This design comes from an exercise in tuning for small area, a short achievable clock period and few clock cycles per item on the open sky130 flow, not from production work. RTL that was checked went through simulation tests only; none was proved equivalent to the original. The clock port is modelled as an ideal driver, which makes a skipped or thinned clock tree look cheaper than it is; a real chip needs a root buffer or a tree. No activity file was given, so power comes from the tool's default toggle rates.

==> module pxit_cksum, before the edit <==
module pxit_cksum (
  input             clk,
  input             rst,           
  input             cfg_valid,
  output            cfg_ready,
  input      [31:0] cfg_seeds,
  input             in_valid,
  output            in_ready,
  input       [7:0] in_data,
  output reg        out_valid,
  output     [31:0] out_cksum,     
  output reg        out_ok,
  output     [31:0] poly
);
  localparam PKTSIZE = 337;
  localparam NDATA   = PKTSIZE - 4;    
  function automatic [7:0] xtime(input [7:0] a);
    xtime = {a[6:0], 1'b0} ^ (a[7] ? 8'h87 : 8'h00);
  endfunction
  reg        in_ready_r, cfg_ready_r;
  reg        busy;           
  reg  [8:0] cnt;            
  reg  [7:0] d_r;            
  reg        v_r;            
  reg        eq_r;           
  reg        c_first;        
  reg        c_ck;           
  reg        g_w0;           
  reg        g_d;            
  reg        g_sh;           
  reg        g_rot;          
  reg        g_hold;         
  assign in_ready  = in_ready_r;
  assign cfg_ready = cfg_ready_r;
  wire take    = in_valid && in_ready_r;
  wire cfg_acc = cfg_valid && cfg_ready_r;
  wire cnt0    = (cnt == 9'd0);
  wire cnt333  = (cnt == NDATA);
  wire cntlast = (cnt == PKTSIZE - 1);
  wire cfg_step = busy && !cnt0;             
  wire cfg_end  = busy && cnt[2];            
  wire step_n   = busy && !cfg_end;          
  wire busy_n   = cfg_acc || step_n;
  wire first_n = v_r ? cntlast : c_first;
  wire ck_n    = v_r ? (cnt >= NDATA - 1 && !cntlast) : c_ck;
  wire idle_n  = v_r ? cntlast : (cnt0 || cfg_end);
  wire cfg_ready_n = !busy_n && !take && idle_n;
  always @(posedge clk) begin
    if (take)
      d_r <= in_data;
    eq_r <= (in_data == d_r);
    if (rst) begin
      in_ready_r  <= 1'b0;
      cfg_ready_r <= 1'b1;
      busy        <= 1'b0;
      cnt         <= 9'd0;
      v_r         <= 1'b0;
      out_valid   <= 1'b0;
      c_first     <= 1'b1;
      c_ck        <= 1'b0;
      g_w0        <= 1'b0;
      g_d         <= 1'b0;
      g_sh        <= 1'b0;
      g_rot       <= 1'b0;
      g_hold      <= 1'b0;
    end else begin
      busy        <= busy_n;
      in_ready_r  <= !cfg_acc && (in_ready_r || cfg_end);
      cfg_ready_r <= cfg_ready_n;
      if (v_r || busy)
        cnt <= (cntlast || cfg_end) ? 9'd0 : cnt + 9'd1;
      v_r         <= take;
      out_valid   <= v_r && cntlast;
      c_first     <= first_n;
      c_ck        <= ck_n;
      g_w0        <= step_n || (take && !first_n && !ck_n);
      g_d         <= take && !ck_n;
      g_sh        <= step_n || (take && !first_n);
      g_rot       <= take && ck_n;
      g_hold      <= !take && !step_n && (cfg_acc || !idle_n);
    end
  end
  reg  [7:0] p0, p1, p2, p3;
  reg  [7:0] w0, w1, w2, w3;
  reg        uniform;        
  reg        match;          
  assign poly      = {p3, p2, p1, p0};
  assign out_cksum = {w0, w1, w2, w3};
  wire [7:0] m = (w0 & {8{g_w0}}) ^ (d_r & {8{g_d}});
  wire [7:0]  mx [0:7];
  assign mx[0] = m;
  genvar j, k, b;
  generate
    for (j = 1; j < 8; j = j + 1) begin : g_x
      assign mx[j] = xtime(mx[j-1]);
    end
  endgenerate
  wire [31:0] pk = {p3, p2, p1, p0};
  wire [31:0] mp;
  wire [31:0] mxs;           
  generate
    for (b = 0; b < 8; b = b + 1) begin : g_s
      for (j = 0; j < 4; j = j + 1) begin : g_i
        assign mxs[4*b + j] = mx[2*j][b] ^ mx[2*j+1][b];
      end
    end
    for (k = 0; k < 4; k = k + 1) begin : g_k
      wire [7:0] c = pk[8*k +: 8];
      wire [3:0] s_lo, s_hi, s_both;
      for (j = 0; j < 4; j = j + 1) begin : g_i
        assign s_lo[j]   =  c[2*j] && !c[2*j+1];
        assign s_hi[j]   = !c[2*j] &&  c[2*j+1];
        assign s_both[j] =  c[2*j] &&  c[2*j+1];
      end
      for (b = 0; b < 8; b = b + 1) begin : g_b
        pxit_cksum_dot u_dot (.s_lo(s_lo), .s_hi(s_hi), .s_both(s_both),
                              .v_lo({mx[6][b], mx[4][b], mx[2][b], mx[0][b]}),
                              .v_hi({mx[7][b], mx[5][b], mx[3][b], mx[1][b]}),
                              .v_both(mxs[4*b +: 4]), .y(mp[8*k + b]));
      end
    end
  endgenerate
  wire [31:0] seeds = {cfg_seeds[7:0], cfg_seeds[15:8], cfg_seeds[23:16], cfg_seeds[31:24]};
  wire [31:0] feed  = ({w1, w2, w3} & {24{g_sh}}) << 8 | ({24'd0, w0} & {32{g_rot}})
                    | ({w0, w1, w2, w3} & {32{g_hold}}) | (seeds & {32{cfg_ready_r}});
  wire [31:0] wn   = feed ^ mp;
  wire        eq_w = (d_r == w0);
  always @(posedge clk) begin
    if (busy && cnt0) begin
      p3 <= 8'd0;
      p2 <= 8'd0;
      p1 <= 8'd0;
      p0 <= 8'd1;
    end else if (cfg_step) begin
      p3 <= p2 ^ mp[31:24];
      p2 <= p1 ^ mp[23:16];
      p1 <= p0 ^ mp[15:8];
      p0 <= mp[7:0];
    end
    {w0, w1, w2, w3} <= wn;
    if (v_r)
      uniform <= c_first || (uniform && eq_r);
    if (v_r && c_ck)
      match <= (cnt333 || match) && eq_w;
    out_ok <= match && eq_w && !(uniform && eq_r);
  end
endmodule
==> module pxit_cksum_dot, before the edit <==
module pxit_cksum_dot (
  input  [3:0] s_lo,
  input  [3:0] s_hi,
  input  [3:0] s_both,
  input  [3:0] v_lo,
  input  [3:0] v_hi,
  input  [3:0] v_both,
  output       y
);
  assign y = ^((v_lo & s_lo) | (v_hi & s_hi) | (v_both & s_both));
endmodule
==> flow/config.mk <==
export PLATFORM = sky130hd
export DESIGN_NAME = pxit_cksum
export DESIGN_NICKNAME = pxit_cksum
export VERILOG_FILES = /design/flow/design.v
export SDC_FILE = /design/flow/constraint.sdc
export NUM_CORES = 4
export LEC_CHECK = 0
export CAP_MARGIN = 20
export CORE_MARGIN = 2
export CORE_UTILIZATION = 45
export PLACE_DENSITY = 0.65
export SLEW_MARGIN = 20
export SYNTH_HIERARCHICAL = 1
export SYNTH_MINIMUM_KEEP_SIZE = 0
==> flow/constraint.sdc <==
create_clock -name core_clock -period 15.0 [get_ports {clk}]
set_input_delay 3.0000 -clock core_clock [delete_from_list [all_inputs] [get_ports {clk}]]
set_output_delay 3.0000 -clock core_clock [all_outputs]
set_load 0.01 [all_outputs]
standard.sh (not shown) runs the stock make flow with config.mk's settings and CLKGATE_MAP_FILE= SYNTH_SCRIPT=/design/flow/synth_recipe.tcl, a recipe that flattens the netlist after the stock synthesis.
==> flow/flow/run.sh <==
#!/bin/bash
# The standard layout with three changes:
# - the ports are buffered by plain buffers instead of the delay buffers
#   buffer_ports picks by default;
# - timing repair is asked for extra setup margin;
# - the clock tree is a single level of buffers (flow/cts_tree.tcl).
set -euo pipefail
export BUFFER_PORTS_ARGS="-buffer_cell sky130_fd_sc_hd__buf_1"
export SETUP_SLACK_MARGIN=11.1
export PRE_CTS_TCL="$(pwd)/flow/cts_tree.tcl"
bash standard.sh finish > standard.log 2>&1
Other scripts of this flow, unchanged in this note and not shown: flow/flow/cts_tree.tcl
Testbench counts at the start, summed over its fixed seeds: cycles 32,360, packets 96.
Then changed:
--- a/flow/design.v
+++ b/flow/design.v
@@ -89,4 +89,5 @@
   wire [7:0] m = (w0 & {8{g_w0}}) ^ (d_r & {8{g_d}});
   wire [7:0]  mx [0:7];
+  wire [63:0] mxc;
   assign mx[0] = m;
   genvar j, k, b;
@@ -95,27 +96,16 @@
       assign mx[j] = xtime(mx[j-1]);
     end
+    for (j = 0; j < 8; j = j + 1) begin : g_j
+      for (b = 0; b < 8; b = b + 1) begin : g_b
+        assign mxc[8*b + j] = mx[j][b];
+      end
+    end
   endgenerate
   wire [31:0] pk = {p3, p2, p1, p0};
   wire [31:0] mp;
-  wire [31:0] mxs;           
   generate
-    for (b = 0; b < 8; b = b + 1) begin : g_s
-      for (j = 0; j < 4; j = j + 1) begin : g_i
-        assign mxs[4*b + j] = mx[2*j][b] ^ mx[2*j+1][b];
-      end
-    end
     for (k = 0; k < 4; k = k + 1) begin : g_k
-      wire [7:0] c = pk[8*k +: 8];
-      wire [3:0] s_lo, s_hi, s_both;
-      for (j = 0; j < 4; j = j + 1) begin : g_i
-        assign s_lo[j]   =  c[2*j] && !c[2*j+1];
-        assign s_hi[j]   = !c[2*j] &&  c[2*j+1];
-        assign s_both[j] =  c[2*j] &&  c[2*j+1];
-      end
       for (b = 0; b < 8; b = b + 1) begin : g_b
-        pxit_cksum_dot u_dot (.s_lo(s_lo), .s_hi(s_hi), .s_both(s_both),
-                              .v_lo({mx[6][b], mx[4][b], mx[2][b], mx[0][b]}),
-                              .v_hi({mx[7][b], mx[5][b], mx[3][b], mx[1][b]}),
-                              .v_both(mxs[4*b +: 4]), .y(mp[8*k + b]));
+        pxit_cksum_dot u_dot (.c(pk[8*k +: 8]), .v(mxc[8*b +: 8]), .y(mp[8*k + b]));
       end
     end
@@ -147,12 +137,8 @@
 endmodule
 module pxit_cksum_dot (
-  input  [3:0] s_lo,
-  input  [3:0] s_hi,
-  input  [3:0] s_both,
-  input  [3:0] v_lo,
-  input  [3:0] v_hi,
-  input  [3:0] v_both,
+  input  [7:0] c,
+  input  [7:0] v,
   output       y
 );
-  assign y = ^((v_lo & s_lo) | (v_hi & s_hi) | (v_both & s_both));
+  assign y = ^(c & v);
 endmodule
Outcome: Routed wire length drops by 7.0%. Sequential share of layout area goes down by 0.46 points. Global-route usage goes down by 3.1 points. Via count is lower by about 6.4%. Register-to-register slack is better by 0.19 ns. Maximum frequency stays flat. Synthesized cell count rises by 24%. Power came out lower by 3.2%. Final cell count climbs by about 20%. Core utilization is about the same. Critical path depth stays the same. Setup slack improves by 0.0088 ns. First-iteration DRC count goes down by about 50%. Final area grows by about 5%.
Testbench counts after the change, summed over its fixed seeds: cycles 32,360, packets 96.
No run of this note takes its clock network from TritonCTS; it comes from the design's own scripts or RTL.

---

## purple
pxit_cksum with an RTL version that a note above also has.
For scale: about 920 cells after synthesis, roughly 97 flip-flops, about 110 I/O pins, about 7300 µm² of cells after synthesis.
==> module pxit_cksum, before the edit <==
module pxit_cksum (
  input             clk,
  input             rst,           
  input             cfg_valid,
  output            cfg_ready,
  input      [31:0] cfg_seeds,
  input             in_valid,
  output            in_ready,
  input       [7:0] in_data,
  output reg        out_valid,
  output     [31:0] out_cksum,     
  output reg        out_ok,
  output     [31:0] poly
);
  localparam PKTSIZE = 337;
  localparam NDATA   = PKTSIZE - 4;    
  function automatic [7:0] xtime(input [7:0] a);
    xtime = {a[6:0], 1'b0} ^ (a[7] ? 8'h87 : 8'h00);
  endfunction
  reg        in_ready_r, cfg_ready_r;
  reg        busy;           
  reg  [8:0] cnt;            
  reg  [7:0] d_r;            
  reg        v_r;            
  reg        eq_r;           
  reg        c_first;        
  reg        c_ck;           
  reg        g_w0;           
  reg        g_d;            
  reg        g_sh;           
  reg        g_rot;          
  reg        g_hold;         
  assign in_ready  = in_ready_r;
  assign cfg_ready = cfg_ready_r;
  wire take    = in_valid && in_ready_r;
  wire cfg_acc = cfg_valid && cfg_ready_r;
  wire cnt0    = (cnt == 9'd0);
  wire cnt333  = (cnt == NDATA);
  wire cntlast = (cnt == PKTSIZE - 1);
  wire cfg_step = busy && !cnt0;             
  wire cfg_end  = busy && cnt[2];            
  wire step_n   = busy && !cfg_end;          
  wire busy_n   = cfg_acc || step_n;
  wire first_n = v_r ? cntlast : c_first;
  wire ck_n    = v_r ? (cnt >= NDATA - 1 && !cntlast) : c_ck;
  wire idle_n  = v_r ? cntlast : (cnt0 || cfg_end);
  wire cfg_ready_n = !busy_n && !take && idle_n;
  always @(posedge clk) begin
    if (take)
      d_r <= in_data;
    eq_r <= (in_data == d_r);
    if (rst) begin
      in_ready_r  <= 1'b0;
      cfg_ready_r <= 1'b1;
      busy        <= 1'b0;
      cnt         <= 9'd0;
      v_r         <= 1'b0;
      out_valid   <= 1'b0;
      c_first     <= 1'b1;
      c_ck        <= 1'b0;
      g_w0        <= 1'b0;
      g_d         <= 1'b0;
      g_sh        <= 1'b0;
      g_rot       <= 1'b0;
      g_hold      <= 1'b0;
    end else begin
      busy        <= busy_n;
      in_ready_r  <= !cfg_acc && (in_ready_r || cfg_end);
      cfg_ready_r <= cfg_ready_n;
      if (v_r || busy)
        cnt <= (cntlast || cfg_end) ? 9'd0 : cnt + 9'd1;
      v_r         <= take;
      out_valid   <= v_r && cntlast;
      c_first     <= first_n;
      c_ck        <= ck_n;
      g_w0        <= step_n || (take && !first_n && !ck_n);
      g_d         <= take && !ck_n;
      g_sh        <= step_n || (take && !first_n);
      g_rot       <= take && ck_n;
      g_hold      <= !take && !step_n && (cfg_acc || !idle_n);
    end
  end
  reg  [7:0] p0, p1, p2, p3;
  reg  [7:0] w0, w1, w2, w3;
  reg        uniform;        
  reg        match;          
  assign poly      = {p3, p2, p1, p0};
  assign out_cksum = {w0, w1, w2, w3};
  wire [7:0] m = (w0 & {8{g_w0}}) ^ (d_r & {8{g_d}});
  wire [7:0]  mx [0:7];
  wire [63:0] mxc;
  assign mx[0] = m;
  genvar j, k, b;
  generate
    for (j = 1; j < 8; j = j + 1) begin : g_x
      assign mx[j] = xtime(mx[j-1]);
    end
    for (j = 0; j < 8; j = j + 1) begin : g_j
      for (b = 0; b < 8; b = b + 1) begin : g_b
        assign mxc[8*b + j] = mx[j][b];
      end
    end
  endgenerate
  wire [31:0] pk = {p3, p2, p1, p0};
  wire [31:0] mp;
  generate
    for (k = 0; k < 4; k = k + 1) begin : g_k
      for (b = 0; b < 8; b = b + 1) begin : g_b
        pxit_cksum_dot u_dot (.c(pk[8*k +: 8]), .v(mxc[8*b +: 8]), .y(mp[8*k + b]));
      end
    end
  endgenerate
  wire [31:0] seeds = {cfg_seeds[7:0], cfg_seeds[15:8], cfg_seeds[23:16], cfg_seeds[31:24]};
  wire [31:0] feed  = ({w1, w2, w3} & {24{g_sh}}) << 8 | ({24'd0, w0} & {32{g_rot}})
                    | ({w0, w1, w2, w3} & {32{g_hold}}) | (seeds & {32{cfg_ready_r}});
  wire [31:0] wn   = feed ^ mp;
  wire        eq_w = (d_r == w0);
  always @(posedge clk) begin
    if (busy && cnt0) begin
      p3 <= 8'd0;
      p2 <= 8'd0;
      p1 <= 8'd0;
      p0 <= 8'd1;
    end else if (cfg_step) begin
      p3 <= p2 ^ mp[31:24];
      p2 <= p1 ^ mp[23:16];
      p1 <= p0 ^ mp[15:8];
      p0 <= mp[7:0];
    end
    {w0, w1, w2, w3} <= wn;
    if (v_r)
      uniform <= c_first || (uniform && eq_r);
    if (v_r && c_ck)
      match <= (cnt333 || match) && eq_w;
    out_ok <= match && eq_w && !(uniform && eq_r);
  end
endmodule
clock: 15.0 ns
lec_check: 0
cap_margin: 20
core_margin: 2
core_utilization: 30
place_density: 0.5
slew_margin: 20
synth_hierarchical: 1
synth_minimum_keep_size: 0
Scripts as last shown in full above: flow/flow/run.sh
Other scripts of this flow, unchanged in this note and not shown: flow/flow/cts_tree.tcl
Testbench counts of purple, summed over its fixed seeds: cycles 32,360, packets 96.
### purple -> red
-- flow/design.v --
<<< purple, line 20
  reg        in_ready_r, cfg_ready_r;
  reg        busy;           
  reg  [8:0] cnt;            
  reg  [7:0] d_r;            
>>> red, line 20
  reg        in_ready_r, cfg_ready_r;
  reg        busy;           
  reg  [2:0] step;           
  reg  [8:0] cnt;            
  reg  [7:0] d_r;            
<<< purple, line 35
  wire take    = in_valid && in_ready_r;
  wire cfg_acc = cfg_valid && cfg_ready_r;
  wire cnt0    = (cnt == 9'd0);
  wire cnt333  = (cnt == NDATA);
  wire cntlast = (cnt == PKTSIZE - 1);
  wire cfg_step = busy && !cnt0;             
  wire cfg_end  = busy && cnt[2];            
  wire step_n   = busy && !cfg_end;          
  wire busy_n   = cfg_acc || step_n;
  wire first_n = v_r ? cntlast : c_first;
  wire ck_n    = v_r ? (cnt >= NDATA - 1 && !cntlast) : c_ck;
  wire idle_n  = v_r ? cntlast : (cnt0 || cfg_end);
  wire cfg_ready_n = !busy_n && !take && idle_n;
  always @(posedge clk) begin
    if (take)
>>> red, line 36
  wire take    = in_valid && in_ready_r;
  wire cfg_acc = cfg_valid && cfg_ready_r;
  wire cnt333  = (cnt == NDATA);
  wire cntlast = (cnt == PKTSIZE - 1);
  wire cnt0_n  = v_r ? cntlast : (cnt == 9'd0);    
  wire nx_first = cntlast;
  wire nx_ck    = (cnt >= NDATA - 1) && !cntlast;
  wire cfg_step = busy && step != 3'd0;    
  wire cfg_end  = busy && step == 3'd4;
  wire busy_n   = cfg_acc || (busy && !cfg_end);
  wire step_n   = busy && !cfg_end;          
  wire cfg_ready_n = !busy_n && !take && cnt0_n;
  wire first_n = (busy && !busy_n) ? 1'b1 : busy_n ? 1'b0 : v_r ? nx_first : c_first;
  wire ck_n    = (busy && !busy_n) ? 1'b0 : busy_n ? 1'b0 : v_r ? nx_ck    : c_ck;
  always @(posedge clk) begin
    if (take)
<<< purple, line 54
      cfg_ready_r <= 1'b1;
      busy        <= 1'b0;
      cnt         <= 9'd0;
      v_r         <= 1'b0;
      out_valid   <= 1'b0;
      c_first     <= 1'b1;
      c_ck        <= 1'b0;
      g_w0        <= 1'b0;
      g_d         <= 1'b0;
      g_sh        <= 1'b0;
      g_rot       <= 1'b0;
      g_hold      <= 1'b0;
    end else begin
      busy        <= busy_n;
      in_ready_r  <= !cfg_acc && (in_ready_r || cfg_end);
      cfg_ready_r <= cfg_ready_n;
      if (v_r || busy)
        cnt <= (cntlast || cfg_end) ? 9'd0 : cnt + 9'd1;
      v_r         <= take;
      out_valid   <= v_r && cntlast;
      c_first     <= first_n;
      c_ck        <= ck_n;
      g_w0        <= step_n || (take && !first_n && !ck_n);
      g_d         <= take && !ck_n;
      g_sh        <= step_n || (take && !first_n);
      g_rot       <= take && ck_n;
      g_hold      <= !take && !step_n && (cfg_acc || !idle_n);
    end
  end
>>> red, line 56
      cfg_ready_r <= 1'b1;
      busy        <= 1'b0;
      step        <= 3'd0;
      cnt         <= 9'd0;
      v_r         <= 1'b0;
      out_valid   <= 1'b0;
    end else begin
      busy        <= busy_n;
      step        <= busy ? step + 3'd1 : 3'd0;
      in_ready_r  <= !cfg_acc && (in_ready_r || cfg_end);
      cfg_ready_r <= cfg_ready_n;
      if (v_r)
        cnt <= cntlast ? 9'd0 : cnt + 9'd1;
      v_r         <= take;
      out_valid   <= v_r && cntlast;
    end
  end
  always @(posedge clk) begin
    if (rst) begin
      c_first <= 1'b1;
      c_ck    <= 1'b0;
      g_w0    <= 1'b0;
      g_d     <= 1'b0;
      g_sh    <= 1'b0;
      g_rot   <= 1'b0;
      g_hold  <= 1'b0;
    end else begin
      c_first <= first_n;
      c_ck    <= ck_n;
      g_w0    <= (take && !first_n && !ck_n) || step_n;
      g_d     <= take && !ck_n;
      g_sh    <= (take && !first_n) || step_n;
      g_rot   <= take && ck_n;
      g_hold  <= !take && !step_n && !cfg_ready_n;
    end
  end
<<< purple, line 117
  wire        eq_w = (d_r == w0);
  always @(posedge clk) begin
    if (busy && cnt0) begin
      p3 <= 8'd0;
      p2 <= 8'd0;
>>> red, line 126
  wire        eq_w = (d_r == w0);
  always @(posedge clk) begin
    if (busy && step == 3'd0) begin
      p3 <= 8'd0;
      p2 <= 8'd0;
[summary]
The final reports for red and purple show setup slack at placement lower in the former.
The fraction of synthesized cell area in xor and xnor cells number comes out lower for red vs purple.
Relative to purple, register-to-register slack has increased by 0.12 ns in red.
purple -> red: design area increased by a few percent
red reports a higher overall routed net length than purple does.
Only the layout flow was run in red; the RTL was not checked for function there. In every run of this note, the design's own scripts or RTL, not TritonCTS, make the clock network.

==> static timing again, ports no longer ideal <==
The flow's constraints put no driver on any port. The routed layouts listed below were extracted and timed again, unchanged, in two steps.
Step 1 assumes that a clkbuf_16 drives the clock port and a buf_2 every other input.
Step 2 adds t to the input delays and takes it off the output delays; t is the mean of the earliest and latest rising clock arrival at the registers after step 1. Input paths then give back, and output paths get back, about the clock's delay inside the block.
Slacks: ideal / step 1 / step 2; pairs: ideal / step 1.
| run | t (ns) | setup slack, ns | hold slack, ns | clock arrival spread, ns |
|---|---|---|---|---|
| the first run of note 1 | 0.246 | 11.127 / 11.038 / 11.001 | 0.520 / 0.520 / 0.520 | 0.035 / 0.035 |
| the second run of note 1 | 0.257 | 11.136 / 11.041 / 11.050 | 0.481 / 0.481 / 0.481 | 0.019 / 0.019 |
| purple | 0.264 | 10.957 / 10.980 / 10.774 | 0.479 / 0.479 / 0.479 | 0.021 / 0.022 |
| red | 0.263 | 11.096 / 11.000 / 10.951 | 0.454 / 0.454 / 0.454 | 0.018 / 0.018 |
After both steps setup and hold are still met in every run listed. For purple, which loses most, drivers alone change the setup slack by +0.023 ns; drivers and shift together by -0.183 ns.
